From an optimization exercise on the open Yosys and OpenROAD flow, aimed at small area, a short achievable clock period and few clock cycles; shortcuts taken in it are not production practice.
Only simulation tests tie the RTL to the original design; equivalence was not proved.

==> build 80 <==
Design asmemu_cpu, start of the top module:
module asmemu_cpu (
    input  wire        clk,
    input  wire        rst,
    output reg         mem_req,
    output reg         mem_we,
    output reg  [15:0] mem_addr,
    output reg  [7:0]  mem_wdata,
    input  wire        mem_ready,
    input  wire [7:0]  mem_rdata,
    output reg         out_valid,
    output reg  [7:0]  out_data,
    output wire        halted,
    output wire        faulted,
    output wire [2:0]  fault_code,
    input  wire [3:0]  dbg_sel,
    output reg  [15:0] dbg_data
);
export LEC_CHECK = 0
export ABC_AREA = 1
export CAP_MARGIN = 20
export CORE_MARGIN = 2
export CORE_UTILIZATION = 50
export PLACE_DENSITY = 0.65
export SLEW_MARGIN = 20
create_clock -name core_clock -period 14.0 [get_ports {clk}]
standard.sh (not shown) runs the stock make flow with config.mk's settings and CLKGATE_MAP_FILE= SYNTH_SCRIPT=/design/flow/synth_recipe.tcl, a recipe that flattens the netlist after the stock synthesis.
==> flow/flow/run.sh <==
#!/bin/bash
set -euo pipefail
bash standard.sh SETUP_SLACK_MARGIN=7 \
  "BUFFER_PORTS_ARGS=-buffer_cell sky130_fd_sc_hd__buf_2" \
  "CTS_ARGS=-sink_clustering_enable -repair_clock_nets -sink_clustering_size 32 -sink_clustering_max_diameter 100 -dont_use_dummy_load" \
  finish > standard_flow.log 2>&1
==> inputs of trial 42, as changes to build 80 <==
--- a/flow/design.v
+++ b/flow/design.v
@@ -340,17 +340,16 @@
                 else if (fmt == F_I8)
                     e_final = !((mdata[15:8] == 8'h21) && (r_ax[15:8] == 8'h09));
                 else
                     e_final = !((kind == K_MUL) || (kind == K_DIV) || (fmt == F_RR));
             end
             E_RD0W: e_final = !mem_two && !rmw && (kind != K_MUL) && (kind != K_DIV);
             E_RD1W: e_final = 1'b1;
             E_RR2:  e_final = 1'b1;
-            E_MULI, E_DIVI: e_final = (icnt == 4'd0);
             E_WR0:  e_final = !mem_two && mem_ready && !wr_hit;
             E_WR1:  e_final = mem_ready && !wr_hit;
             E_STR:  e_final = spend && (mem_rdata == 8'h24);
             default: e_final = 1'b0;
         endcase
     end
     wire g_fault = (estate == E_IDLE) && (gcnt != 3'd0) && cursor[16];
     wire g_take  = hv && e_final && running;
@@ -361,22 +360,23 @@
     wire [7:0]  lo_b   = g_jmp ? cursor[7:0] : g_xi[7:0];
     wire [8:0]  ea_lo  = {1'b0, lo_a} + {1'b0, lo_b} + {8'd0, g_jmp};
     wire [9:0]  hi_a   = g_jmp ? {1'b0, cursor[16:8]} : {2'b00, hb};
     wire [9:0]  hi_b   = g_jmp ? ((fmt == F_J16) ? {{2{hb[7]}}, hb} : {10{hb[7]}})
                                : {2'b00, g_xi[15:8]};
     wire        hi_c   = g_jmp ? ea_lo[8] : ea[8];
     wire [9:0]  ea_hi  = hi_a + hi_b + {9'd0, hi_c};
     always @* begin
-        if (!dbg_sel[3])
-            dbg_data = rsel(dbg_sel[2:0], rf);
-        else if (!dbg_sel[0])
-            dbg_data = ip;
-        else
-            dbg_data = {13'd0, sf, zf, cf};
+        case (dbg_sel)
+            4'd0, 4'd1, 4'd2, 4'd3, 4'd4, 4'd5, 4'd6, 4'd7:
+                     dbg_data = rsel(dbg_sel[2:0], rf);
+            4'd8:    dbg_data = ip;
+            4'd9:    dbg_data = {13'd0, sf, zf, cf};
+            default: dbg_data = 16'd0;
+        endcase
     end
     reg        outv;
     always @* begin
         out_valid = outv;
         out_data  = wbuf;
     end
     reg        rw_en;
     reg [3:0]  rw_id;
==> flow/flow/run.sh (replaced) <==
#!/bin/bash
set -euo pipefail
bash standard.sh SETUP_SLACK_MARGIN=7 finish > standard_flow.log 2>&1
==> flow/config.mk (replaced) <==
export PLATFORM = sky130hd
export DESIGN_NAME = asmemu_cpu
export DESIGN_NICKNAME = asmemu_cpu
export VERILOG_FILES = /design/flow/design.v
export SDC_FILE = /design/flow/constraint.sdc
export NUM_CORES = 4
export LEC_CHECK = 0
export CAP_MARGIN = 20
export CORE_MARGIN = 2
export CORE_UTILIZATION = 30
export PLACE_DENSITY = 0.5
export SLEW_MARGIN = 20
==> inputs of trial 35, as changes to build 80 <==
==> flow/flow/run.sh (replaced) <==
#!/bin/bash
set -euo pipefail
bash standard.sh SETUP_SLACK_MARGIN=7 \
  "BUFFER_PORTS_ARGS=-buffer_cell sky130_fd_sc_hd__buf_2" \
  "CTS_ARGS=-sink_clustering_enable -repair_clock_nets -sink_clustering_size 26 -sink_clustering_max_diameter 80 -dont_use_dummy_load" \
  finish > standard_flow.log 2>&1
==> flow/config.mk (replaced) <==
export PLATFORM = sky130hd
export DESIGN_NAME = asmemu_cpu
export DESIGN_NICKNAME = asmemu_cpu
export VERILOG_FILES = /design/flow/design.v
export SDC_FILE = /design/flow/constraint.sdc
export NUM_CORES = 4
export LEC_CHECK = 0
export ABC_AREA = 1
export CAP_MARGIN = 20
export CORE_MARGIN = 2
export CORE_UTILIZATION = 45
export PLACE_DENSITY = 0.6
export SLEW_MARGIN = 20
==> inputs of build 77, as changes to build 80 <==
--- a/flow/design.v
+++ b/flow/design.v
@@ -21,18 +21,16 @@
                      E_RD0W = 4'd3,    
                      E_RD1  = 4'd4,    
                      E_RD1W = 4'd5,    
                      E_WR0  = 4'd7,    
                      E_WR1  = 4'd8,    
                      E_MULI = 4'd9,    
                      E_DIVI = 4'd10,   
                      E_STR  = 4'd11,   
-                     E_DCHK = 4'd12,   
-                     E_RR2  = 4'd13,   
                      E_HALT = 4'd14,
                      E_FAULT= 4'd15;
     localparam [2:0] FLT_IP   = 3'd1,
                      FLT_MEM  = 3'd2,
                      FLT_DIV0 = 3'd3,
                      FLT_DOVF = 3'd4,
                      FLT_OPC  = 3'd5;
     localparam [3:0] F_N = 4'd0, F_RR = 4'd1, F_RI = 4'd2, F_RM = 4'd3,
@@ -40,28 +38,28 @@
                      F_M = 4'd8, F_X = 4'd9, F_J8 = 4'd10, F_J16 = 4'd11,
                      F_I8 = 4'd12, F_BAD = 4'd15;
     localparam [3:0] K_MOV = 4'd0, K_ADD = 4'd1, K_SUB = 4'd2, K_CMP = 4'd3,
                      K_AND = 4'd4, K_OR = 4'd5, K_XOR = 4'd6, K_INC = 4'd7,
                      K_DEC = 4'd8, K_NOT = 4'd9, K_MUL = 4'd10, K_DIV = 4'd11,
                      K_JCC = 4'd12, K_JMP = 4'd13, K_LOOP = 4'd14, K_SYS = 4'd15;
     localparam [1:0] QDEPTH = 2'd2;
     reg [127:0] rf;             
+    reg [15:0] ip;              
     reg        cf, zf, sf;
     reg [3:0]  estate;
     reg [2:0]  fcode;
     reg [16:0] fp;              
     reg        infl;            
     reg [7:0]  q0, q1;
     reg [1:0]  qcnt;
     reg [16:0] cursor;          
     reg [2:0]  gcnt;            
-    reg [15:0] ip;              
-    reg [3:0]  jcond;           
-    reg        bad;             
+    reg [2:0]  glen;            
+    reg [7:0]  opc, b1, b2, b3;
     reg [3:0]  rid;             
     reg [3:0]  xid;             
     reg [17:0] ea;              
     reg [15:0] mdata;           
     reg [7:0]  wbuf;            
     reg [3:0]  icnt;            
     reg        spend;           
     assign halted     = (estate == E_HALT);
@@ -136,21 +134,28 @@
     reg  [3:0] fmt;             
     reg  [3:0] kind;            
     reg        d_store;         
     reg        d_hlt;
     wire       is_mem  = (fmt == F_RM) || (fmt == F_RX) || (fmt == F_MI) ||
                          (fmt == F_XI) || (fmt == F_M)  || (fmt == F_X);
     wire       regop   = (fmt == F_RR) || (fmt == F_RI) || (fmt == F_RM) ||
                          (fmt == F_RX) || (fmt == F_R);
-    wire       w16     = (regop || (kind == K_LOOP)) && rid[3];
+    wire       w16     = regop & rid[3];
     wire       mem_two = ((fmt == F_RM) || (fmt == F_RX)) && rid[3];
     wire       rmw     = ((fmt == F_M) || (fmt == F_X)) &&
                          ((kind == K_INC) || (kind == K_DEC) || (kind == K_NOT));
-    wire       badid   = bad;
+    reg        badid;
+    always @* begin
+        case (fmt)
+            F_RI, F_RM, F_R, F_XI, F_X: badid = (b1[7:4] != 4'd0);
+            F_RX:                       badid = (b1[7:4] != 4'd0) || (b2[7:4] != 4'd0);
+            default:                    badid = 1'b0;
+        endcase
+    end
     wire       oob     = ea[16] || (mem_two && (ea[15:0] == 16'hFFFF));
     wire       at_end  = cursor[16];
     wire       next_bad = ea[17] || ea[16];
     function automatic [15:0] rsel(input [2:0] n, input [127:0] r);
         case (n)
             3'd0: rsel = r[15:0];
             3'd1: rsel = r[31:16];
             3'd2: rsel = r[47:32];
@@ -169,37 +174,38 @@
                 rread = w;
             else
                 rread = id[2] ? {8'd0, w[15:8]} : {8'd0, w[7:0]};
         end
     endfunction
     wire [15:0] r_ax = rf[15:0];
     wire [15:0] r_cx = rf[31:16];
     wire [15:0] r_dx = rf[47:32];
-    wire        p_xid = (gcnt != 3'd0) || ((estate == E_GO) && (fmt == F_RR));
-    wire [15:0] xr = rread(p_xid ? xid : rid, rf);
-    wire [15:0] xi = xr;
+    wire [15:0] xr = rread(rid, rf);
+    wire [15:0] xi = rread(xid, rf);
+    wire [15:0] xs = xi;
     wire        alu_mem = (estate == E_RD0W) || (estate == E_RD1W);
     wire [15:0] mop     = mem_two ? {mem_rdata, mdata[7:0]} : {8'd0, mem_rdata};
     wire        alu_rmw = rmw;
     wire        aw16    = w16 && !alu_rmw;
     wire [15:0] amask   = aw16 ? 16'hFFFF : 16'h00FF;
     wire [15:0] a_val   = (alu_rmw ? {8'd0, mem_rdata} : xr) & amask;
     reg  [15:0] b_src;
     always @* begin
-        if ((kind == K_INC) || (kind == K_DEC) || (kind == K_LOOP))
+        if ((kind == K_INC) || (kind == K_DEC))
             b_src = 16'd1;
         else if (alu_mem)
             b_src = mop;
+        else if (fmt == F_RR)
+            b_src = xs;
         else
-            b_src = mdata;
+            b_src = {b3, b2};
     end
     wire [15:0] b_val  = b_src & amask;
-    wire        a_sub  = (kind == K_SUB) || (kind == K_CMP) || (kind == K_DEC) ||
-                         (kind == K_LOOP);
+    wire        a_sub  = (kind == K_SUB) || (kind == K_CMP) || (kind == K_DEC);
     wire [16:0] a_sum  = {1'b0, a_val} + ({1'b0, b_val} ^ {17{a_sub}}) + {16'd0, a_sub};
     reg  [15:0] alu_r;
     always @* begin
         case (kind)
             K_MOV:   alu_r = b_val;
             K_AND:   alu_r = a_val & b_val;
             K_OR:    alu_r = a_val | b_val;
             K_XOR:   alu_r = a_val ^ b_val;
@@ -213,17 +219,17 @@
     wire        alu_zf  = (alu_res == 16'd0);
     wire        alu_sf  = aw16 ? alu_res[15] : alu_res[7];
     wire        alu_flags = (kind != K_MOV) && (kind != K_NOT);
     wire        alu_wreg  = (kind != K_CMP);
     wire [15:0] md_h   = w16 ? r_dx : {8'd0, r_ax[15:8]};
     wire        md_l0  = r_ax[0];
     wire        md_div = (kind == K_DIV);
     wire        dq_top = w16 ? r_ax[15] : r_ax[7];
-    wire [16:0] md_a   = (md_div && (estate == E_DIVI)) ? {md_h, dq_top} : {1'b0, md_h};
+    wire [16:0] md_a   = md_div ? {md_h, dq_top} : {1'b0, md_h};
     wire [16:0] md_b   = md_div ? ~{1'b0, mdata} : (md_l0 ? {1'b0, mdata} : 17'd0);
     wire [16:0] md_s   = md_a + md_b + {16'd0, md_div};
     wire [16:0] mul_s  = md_s;
     reg  [15:0] mul_ax, mul_dx;
     always @* begin
         if (w16) begin
             mul_dx = mul_s[16:1];
             mul_ax = {mul_s[0], r_ax[15:1]};
@@ -245,34 +251,34 @@
             div_ax = {r_ax[14:0], div_take};
         end else begin
             div_dx = r_dx;
             div_ax = {div_r[7:0], r_ax[6:0], div_take};
         end
     end
     reg jcc_take;
     always @* begin
-        case (jcond)
+        case (opc[3:0])
             4'h4:    jcc_take = zf;
             4'h5:    jcc_take = !zf;
             4'hC:    jcc_take = sf;
             4'hE:    jcc_take = zf || sf;
             4'hF:    jcc_take = !zf && !sf;
             4'hD:    jcc_take = !sf;
             4'h2:    jcc_take = cf;
             4'h3:    jcc_take = !cf;
             4'h6:    jcc_take = cf || zf;
             default: jcc_take = !cf && !zf;    
         endcase
     end
     wire j_take = (kind == K_JMP) || ((kind == K_JCC) && jcc_take) ||
                   ((kind == K_LOOP) && (r_cx != 16'd1));
     wire is_jump = (fmt == F_J8) || (fmt == F_J16);
     wire go_fault_pre = (fmt == F_BAD) || badid || (is_mem && oob);
-    wire [15:0] st_data = (fmt == F_MI || fmt == F_XI) ? {8'd0, mdata[15:8]} : xr;
+    wire [15:0] st_data = (fmt == F_MI || fmt == F_XI) ? {8'd0, b3} : xr;
     wire        wr_hit = (ea[15:3] == cursor[15:3]) || (ea[15:3] == fp[15:3]);
     reg        e_bus;       
     reg        e_req;
     reg        e_we;
     reg [7:0]  e_wd;
     always @* begin
         e_bus = 1'b0;
         e_req = 1'b0;
@@ -316,72 +322,71 @@
         mem_req   = e_req || f_req;
         mem_we    = e_we;
         mem_addr  = maddr;
         mem_wdata = e_wd;
     end
     wire        hv = (qcnt != 2'd0) || infl;
     wire [7:0]  hb = (qcnt != 2'd0) ? q0 : mem_rdata;
     wire [2:0]  hlen = fmt_len(op_fmt(hb));
-    wire [2:0]  glen = fmt_len(fmt);
     wire        g_last = (gcnt == 3'd0) ? (hlen == 3'd1) : (gcnt + 3'd1 == glen);
     reg e_final;
     always @* begin
         e_final = 1'b0;
         case (estate)
             E_IDLE: e_final = 1'b1;
             E_GO: begin
                 if (go_fault_pre || at_end)
                     e_final = 1'b0;
                 else if (is_mem)
                     e_final = d_store && !mem_two && mem_ready && !wr_hit;
                 else if (is_jump)
                     e_final = !j_take;
                 else if (fmt == F_N)
                     e_final = !d_hlt;
                 else if (fmt == F_I8)
-                    e_final = !((mdata[15:8] == 8'h21) && (r_ax[15:8] == 8'h09));
+                    e_final = !((b1 == 8'h21) && (r_ax[15:8] == 8'h09));
                 else
-                    e_final = !((kind == K_MUL) || (kind == K_DIV) || (fmt == F_RR));
+                    e_final = !((kind == K_MUL) || (kind == K_DIV));
             end
             E_RD0W: e_final = !mem_two && !rmw && (kind != K_MUL) && (kind != K_DIV);
             E_RD1W: e_final = 1'b1;
-            E_RR2:  e_final = 1'b1;
-            E_MULI, E_DIVI: e_final = (icnt == 4'd0);
             E_WR0:  e_final = !mem_two && mem_ready && !wr_hit;
             E_WR1:  e_final = mem_ready && !wr_hit;
             E_STR:  e_final = spend && (mem_rdata == 8'h24);
             default: e_final = 1'b0;
         endcase
     end
     wire g_fault = (estate == E_IDLE) && (gcnt != 3'd0) && cursor[16];
     wire g_take  = hv && e_final && running;
     wire        g_jmp  = (fmt == F_J8) || (fmt == F_J16);
     wire        g_idx  = (fmt == F_RX) || (fmt == F_X) || (fmt == F_XI);
     wire [15:0] g_xi   = g_idx ? xi : 16'd0;
-    wire [7:0]  lo_a   = (fmt == F_J16) ? mdata[15:8] : hb;
+    wire [7:0]  lo_a   = (fmt == F_J16) ? b1 : hb;
     wire [7:0]  lo_b   = g_jmp ? cursor[7:0] : g_xi[7:0];
     wire [8:0]  ea_lo  = {1'b0, lo_a} + {1'b0, lo_b} + {8'd0, g_jmp};
     wire [9:0]  hi_a   = g_jmp ? {1'b0, cursor[16:8]} : {2'b00, hb};
     wire [9:0]  hi_b   = g_jmp ? ((fmt == F_J16) ? {{2{hb[7]}}, hb} : {10{hb[7]}})
                                : {2'b00, g_xi[15:8]};
     wire        hi_c   = g_jmp ? ea_lo[8] : ea[8];
     wire [9:0]  ea_hi  = hi_a + hi_b + {9'd0, hi_c};
     always @* begin
-        if (!dbg_sel[3])
-            dbg_data = rsel(dbg_sel[2:0], rf);
-        else if (!dbg_sel[0])
-            dbg_data = ip;
-        else
-            dbg_data = {13'd0, sf, zf, cf};
+        case (dbg_sel)
+            4'd0, 4'd1, 4'd2, 4'd3, 4'd4, 4'd5, 4'd6, 4'd7:
+                     dbg_data = rsel(dbg_sel[2:0], rf);
+            4'd8:    dbg_data = ip;
+            4'd9:    dbg_data = {13'd0, sf, zf, cf};
+            default: dbg_data = 16'd0;
+        endcase
     end
     reg        outv;
+    reg [7:0]  outd;
     always @* begin
         out_valid = outv;
-        out_data  = wbuf;
+        out_data  = outd;
     end
     reg        rw_en;
     reg [3:0]  rw_id;
     reg [15:0] rw_val;
     reg        md_en;
     reg [15:0] md_ax, md_dx;
     task automatic write_id(input [3:0] id, input [15:0] v);
         begin
@@ -397,16 +402,17 @@
         rw_en  = 1'b0;
         rw_id  = 4'd0;
         rw_val = 16'd0;
         md_en  = 1'b0;
         md_ax  = 16'd0;
         md_dx  = 16'd0;
         if (rst) begin
             rf <= {48'd0, 16'hFFFE, 64'd0};
+            ip     <= 16'h0100;
             cursor <= 17'h00100;
             fp     <= 17'h00100;
             infl   <= 1'b0;
             qcnt   <= 3'd0;
             gcnt   <= 3'd0;
             cf     <= 1'b0;
             zf     <= 1'b0;
             sf     <= 1'b0;
@@ -463,120 +469,118 @@
                         if (j_take && next_bad) begin
                             fcode  <= FLT_IP;
                             estate <= E_FAULT;
                         end else if (!j_take && at_end) begin
                             fcode  <= FLT_IP;
                             estate <= E_FAULT;
                         end else begin
                             if (kind == K_LOOP)
-                                write_id(4'd9, alu_res);
+                                write_id(4'd9, r_cx - 16'd1);
                             if (j_take) begin
                                 flush    = 1'b1;
                                 flush_to = ea[16:0];
                             end
                             estate <= E_IDLE;
                         end
                     end else if (fmt == F_N) begin
                         if (d_hlt) begin
                             ip     <= cursor[15:0];
                             estate <= E_HALT;
                         end else
                             estate <= E_IDLE;
                     end else if (fmt == F_I8) begin
                         estate <= E_IDLE;
-                        if (mdata[15:8] == 8'h21 && r_ax[15:8] == 8'h02) begin
+                        if (b1 == 8'h21 && r_ax[15:8] == 8'h02) begin
                             outv <= 1'b1;
-                            wbuf <= r_dx[7:0];
-                        end else if (mdata[15:8] == 8'h21 && r_ax[15:8] == 8'h09) begin
+                            outd <= r_dx[7:0];
+                        end else if (b1 == 8'h21 && r_ax[15:8] == 8'h09) begin
                             ea     <= {2'b00, r_dx};
                             spend  <= 1'b0;
                             estate <= E_STR;
                         end
                     end else if (kind == K_MUL) begin
                         mdata <= xr;
                         write_id(w16 ? 4'd10 : 4'd4, 16'd0);
                         icnt   <= w16 ? 4'd15 : 4'd7;
                         estate <= E_MULI;
                     end else if (kind == K_DIV) begin
-                        mdata  <= xr;
-                        estate <= E_DCHK;
-                    end else if (fmt == F_RR) begin
-                        mdata  <= xr;
-                        estate <= E_RR2;
+                        if (xr == 16'd0) begin
+                            fcode  <= FLT_DIV0;
+                            ip     <= cursor[15:0];
+                            estate <= E_FAULT;
+                        end else if (md_h >= xr) begin
+                            fcode  <= FLT_DOVF;
+                            ip     <= cursor[15:0];
+                            estate <= E_FAULT;
+                        end else if (at_end) begin
+                            fcode  <= FLT_IP;
+                            estate <= E_FAULT;
+                        end else begin
+                            mdata  <= xr;
+                            icnt   <= w16 ? 4'd15 : 4'd7;
+                            estate <= E_DIVI;
+                        end
                     end else begin
                         if (alu_flags) begin
                             cf <= alu_cf;
                             zf <= alu_zf;
                             sf <= alu_sf;
                         end
                         if (alu_wreg)
                             write_id(rid, alu_res);
                         estate <= E_IDLE;
                     end
                 end
-                E_RR2: begin
-                    if (alu_flags) begin
-                        cf <= alu_cf;
-                        zf <= alu_zf;
-                        sf <= alu_sf;
-                    end
-                    if (alu_wreg)
-                        write_id(rid, alu_res);
-                    estate <= E_IDLE;
-                end
                 E_RD0: begin
                     if (mem_ready) begin
                         if (mem_two) ea[15:0] <= minc[15:0];
                         estate <= E_RD0W;
                     end
                 end
                 E_RD0W: begin
                     mdata <= {8'd0, mem_rdata};
                     if (mem_two) begin
                         estate <= mem_ready ? E_RD1W : E_RD1;
                     end else if (kind == K_MUL) begin
                         write_id(4'd4, 16'd0);
                         icnt   <= 4'd7;
                         estate <= E_MULI;
                     end else if (kind == K_DIV) begin
-                        estate <= E_DCHK;
+                        if (mem_rdata == 8'd0) begin
+                            fcode  <= FLT_DIV0;
+                            ip     <= cursor[15:0];
+                            estate <= E_FAULT;
+                        end else if (r_ax[15:8] >= mem_rdata) begin
+                            fcode  <= FLT_DOVF;
+                            ip     <= cursor[15:0];
+                            estate <= E_FAULT;
+                        end else if (at_end) begin
+                            fcode  <= FLT_IP;
+                            estate <= E_FAULT;
+                        end else begin
+                            icnt   <= 4'd7;
+                            estate <= E_DIVI;
+                        end
                     end else begin
                         if (alu_flags) begin
                             cf <= alu_cf;
                             zf <= alu_zf;
                             sf <= alu_sf;
                         end
                         if (rmw) begin
                             wbuf   <= alu_res[7:0];
                             estate <= E_WR0;
                         end else begin
                             if (alu_wreg)
                                 write_id(rid, alu_res);
                             estate <= E_IDLE;
                         end
                     end
                 end
-                E_DCHK: begin
-                    if (mdata == 16'd0) begin
-                        fcode  <= FLT_DIV0;
-                        ip     <= cursor[15:0];
-                        estate <= E_FAULT;
-                    end else if (!md_s[16]) begin
-                        fcode  <= FLT_DOVF;
-                        ip     <= cursor[15:0];
-                        estate <= E_FAULT;
-                    end else if (at_end) begin
-                        fcode  <= FLT_IP;
-                        estate <= E_FAULT;
-                    end else begin
-                        icnt   <= w16 ? 4'd15 : 4'd7;
-                        estate <= E_DIVI;
-                    end
-                end
                 E_RD1: begin
                     if (mem_ready)
                         estate <= E_RD1W;
                 end
                 E_RD1W: begin
                     if (alu_flags) begin
                         cf <= alu_cf;
                         zf <= alu_zf;
@@ -623,17 +627,17 @@
                         estate <= E_IDLE;
                 end
                 E_STR: begin
                     if (spend) begin
                         if (mem_rdata == 8'h24) begin
                             estate <= E_IDLE;
                         end else begin
                             outv <= 1'b1;
-                            wbuf <= mem_rdata;
+                            outd <= mem_rdata;
                         end
                     end
                     if (!(spend && mem_rdata == 8'h24)) begin
                         if (e_acc) begin
                             ea[16:0] <= minc;
                             spend    <= 1'b1;
                         end else begin
                             spend <= 1'b0;
@@ -644,32 +648,31 @@
                         end
                     end
                 end
                 default: ;    
             endcase
             if (g_take) begin
                 cursor <= cursor + 17'd1;
                 if (gcnt == 3'd0) begin
-                    jcond <= hb[3:0];
-                    ip    <= cursor[15:0];
-                    bad   <= 1'b0;
+                    opc  <= hb;
                     fmt  <= op_fmt(hb);
                     kind <= op_kind(hb);
                     d_store <= (hb == 8'h88) || (hb == 8'h89) || (hb == 8'hC6) || (hb == 8'hC7);
                     d_hlt   <= (hb == 8'hF4);
+                    glen <= hlen;
+                    ip   <= cursor[15:0];
                 end else begin
-                    mdata <= {hb, mdata[15:8]};
-                    if (gcnt == 3'd1)
-                        bad <= ((fmt == F_RI) || (fmt == F_RM) || (fmt == F_RX) || (fmt == F_R) ||
-                                (fmt == F_X) || (fmt == F_XI)) && (hb[7:4] != 4'd0);
-                    else if (gcnt == 3'd2 && fmt == F_RX && hb[7:4] != 4'd0)
-                        bad <= 1'b1;
+                    case (gcnt)
+                        3'd1: b1 <= hb;
+                        3'd2: b2 <= hb;
+                        default: b3 <= hb;
+                    endcase
                     if (gcnt == 3'd1) begin
-                        rid <= (fmt == F_RR) ? hb[7:4] : (kind == K_LOOP) ? 4'd9 : hb[3:0];
+                        rid <= (fmt == F_RR) ? hb[7:4] : hb[3:0];
                         xid <= hb[3:0];
                     end
                     if (gcnt == 3'd2 && fmt == F_RX)
                         xid <= hb[3:0];
                     case (fmt)
                         F_M, F_MI: begin
                             if (gcnt == 3'd1) ea[8:0]  <= ea_lo;
                             if (gcnt == 3'd2) ea[17:8] <= ea_hi;
==> flow/run.sh (new file) <==
#!/bin/bash
# synth_recipe.tcl (not shown) runs the flow's synth.tcl, then flattens the netlist and writes it again
# the make line also repeats each setting of config.mk as NAME=value (left out here)
make -C /OpenROAD-flow-scripts/flow DESIGN_CONFIG=/design/flow/config.mk WORK_HOME=/design/flow/orfs CLKGATE_MAP_FILE= SYNTH_SCRIPT=/design/flow/synth_recipe.tcl finish
==> flow/config.mk (replaced) <==
export PLATFORM = sky130hd
export DESIGN_NAME = asmemu_cpu
export DESIGN_NICKNAME = asmemu_cpu
export VERILOG_FILES = /design/flow/design.v
export SDC_FILE = /design/flow/constraint.sdc
export NUM_CORES = 4
export LEC_CHECK = 0
export CAP_MARGIN = 20
export CORE_MARGIN = 2
export CORE_UTILIZATION = 30
export PLACE_DENSITY = 0.5
export SLEW_MARGIN = 20
removed: flow/flow/run.sh
removed: flow/standard.sh
==> results_dict.tcl <==
set metrics [dict create \
    viasPerCell 6.23 \
    criticalPathCategory "primary input to primary output" \
    vias 31337 \
    endpoint "dbg_data[6]" \
    worstPathMaxFanout 37 \
    outcome "finished clean" \
    comb_power_mw 2.73 \
    fillers 10090 \
    dr.pass1.iters 7 \
    sh_seq_area_pct 23.2 \
]
(the above is from build 77)
==> results_dict.tcl <==
set metrics [dict create \
    dr.pass1.iters 6 \
    synthMuxAreaShare_pct 11.0 \
    antenna_found_initial 8 \
    endpoint "mem_wdata[5]" \
    vias 28233 \
    viasPerCell 6.10 \
    fillers 8990 \
    outcome "finished clean" \
    reg2reg_to "ea[16]" \
    criticalPathCategory "register to primary output" \
    finalHoldViolCount 0 \
    die_h_microns 297 \
    worstPathMaxFanout 6 \
    sh_seq_area_pct 21.5 \
    yosys-top-cells-count "436 x nor2_1, 369 x nand2_1, 263 x a21oi_1" \
    clockBufferCount 45 \
    comb_power_mw 3.28 \
]
(the above is from trial 42)
==> results_dict.tcl <==
set metrics [dict create \
    worstPathMaxFanout 7 \
    fillers 5213 \
    vias 30481 \
    comb_power_mw 3.75 \
    grt_use_met1_pct 59.8 \
    synthMuxAreaShare_pct 0.0389 \
    sh_seq_area_pct 23.6 \
    dr.pass1.iters 8 \
    endpoint "dbg_data[7]" \
    outcome "finished clean" \
    criticalPathCategory "primary input to primary output" \
    cp-start-kind "primary input" \
    seq_cells 281 \
]
(the above is from build 80)
==> results_dict.tcl <==
set metrics [dict create \
    comb_power_mw 3.76 \
    placed_cell_area_sq_um 26700 \
    endpoint "dbg_data[14]" \
    p_int_mw 2.52 \
    criticalPathCategory "primary input to primary output" \
    dr.pass1.iters 10 \
    outcome "finished clean" \
    sh_seq_area_pct 23.4 \
    fillers 6006 \
    worstPathMaxFanout 5 \
    viasPerCell 6.23 \
    largest_reg_flops 128 \
]
(the above is from trial 35)
Testbench counts of build 80, summed over its fixed seeds: cycles 125,642.
Testbench counts of trial 42, summed over its fixed seeds: cycles 127,332.
Testbench counts of trial 35, summed over its fixed seeds: cycles 125,642.
Testbench counts of build 77, summed over its fixed seeds: cycles 124,661.

-- port drivers added, routing unchanged --
Ports are ideal in the flow. The routed layouts listed here were re-timed in OpenROAD.
Step 1, drivers: a clkbuf_16 drives clk and a buf_2 each remaining input, both assumed.
Step 2 moves the port delays by t, midway between the first and last clock arrival at a register: inputs arrive t later, outputs are due t later. That takes back most of the time a late clock gives input paths.
a / b / c = ideal ports / drivers / drivers and shift; a / b = the first two.
| run | t (ns) | setup WS [ns] | worst setup path at the end | slew at the worst register clock pin (ns) |
|---|---|---|---|---|
| build 80 | 0.621 | 6.879 / 6.809 / 6.648 | input to register | 0.12 / 0.12 |
| trial 42 | 0.651 | 6.910 / 6.839 / 6.525 | input to register | 0.07 / 0.07 |
| trial 35 | 0.645 | 6.871 / 6.801 / 6.548 | input to register | 0.10 / 0.10 |
| build 77 | 0.655 | 5.824 / 5.802 / 5.614 | input to register | 0.07 / 0.07 |
After both steps every run listed still meets setup and hold. The setup slack of trial 42, which loses most, moves by -0.071 ns with the drivers and by -0.385 ns with both steps.
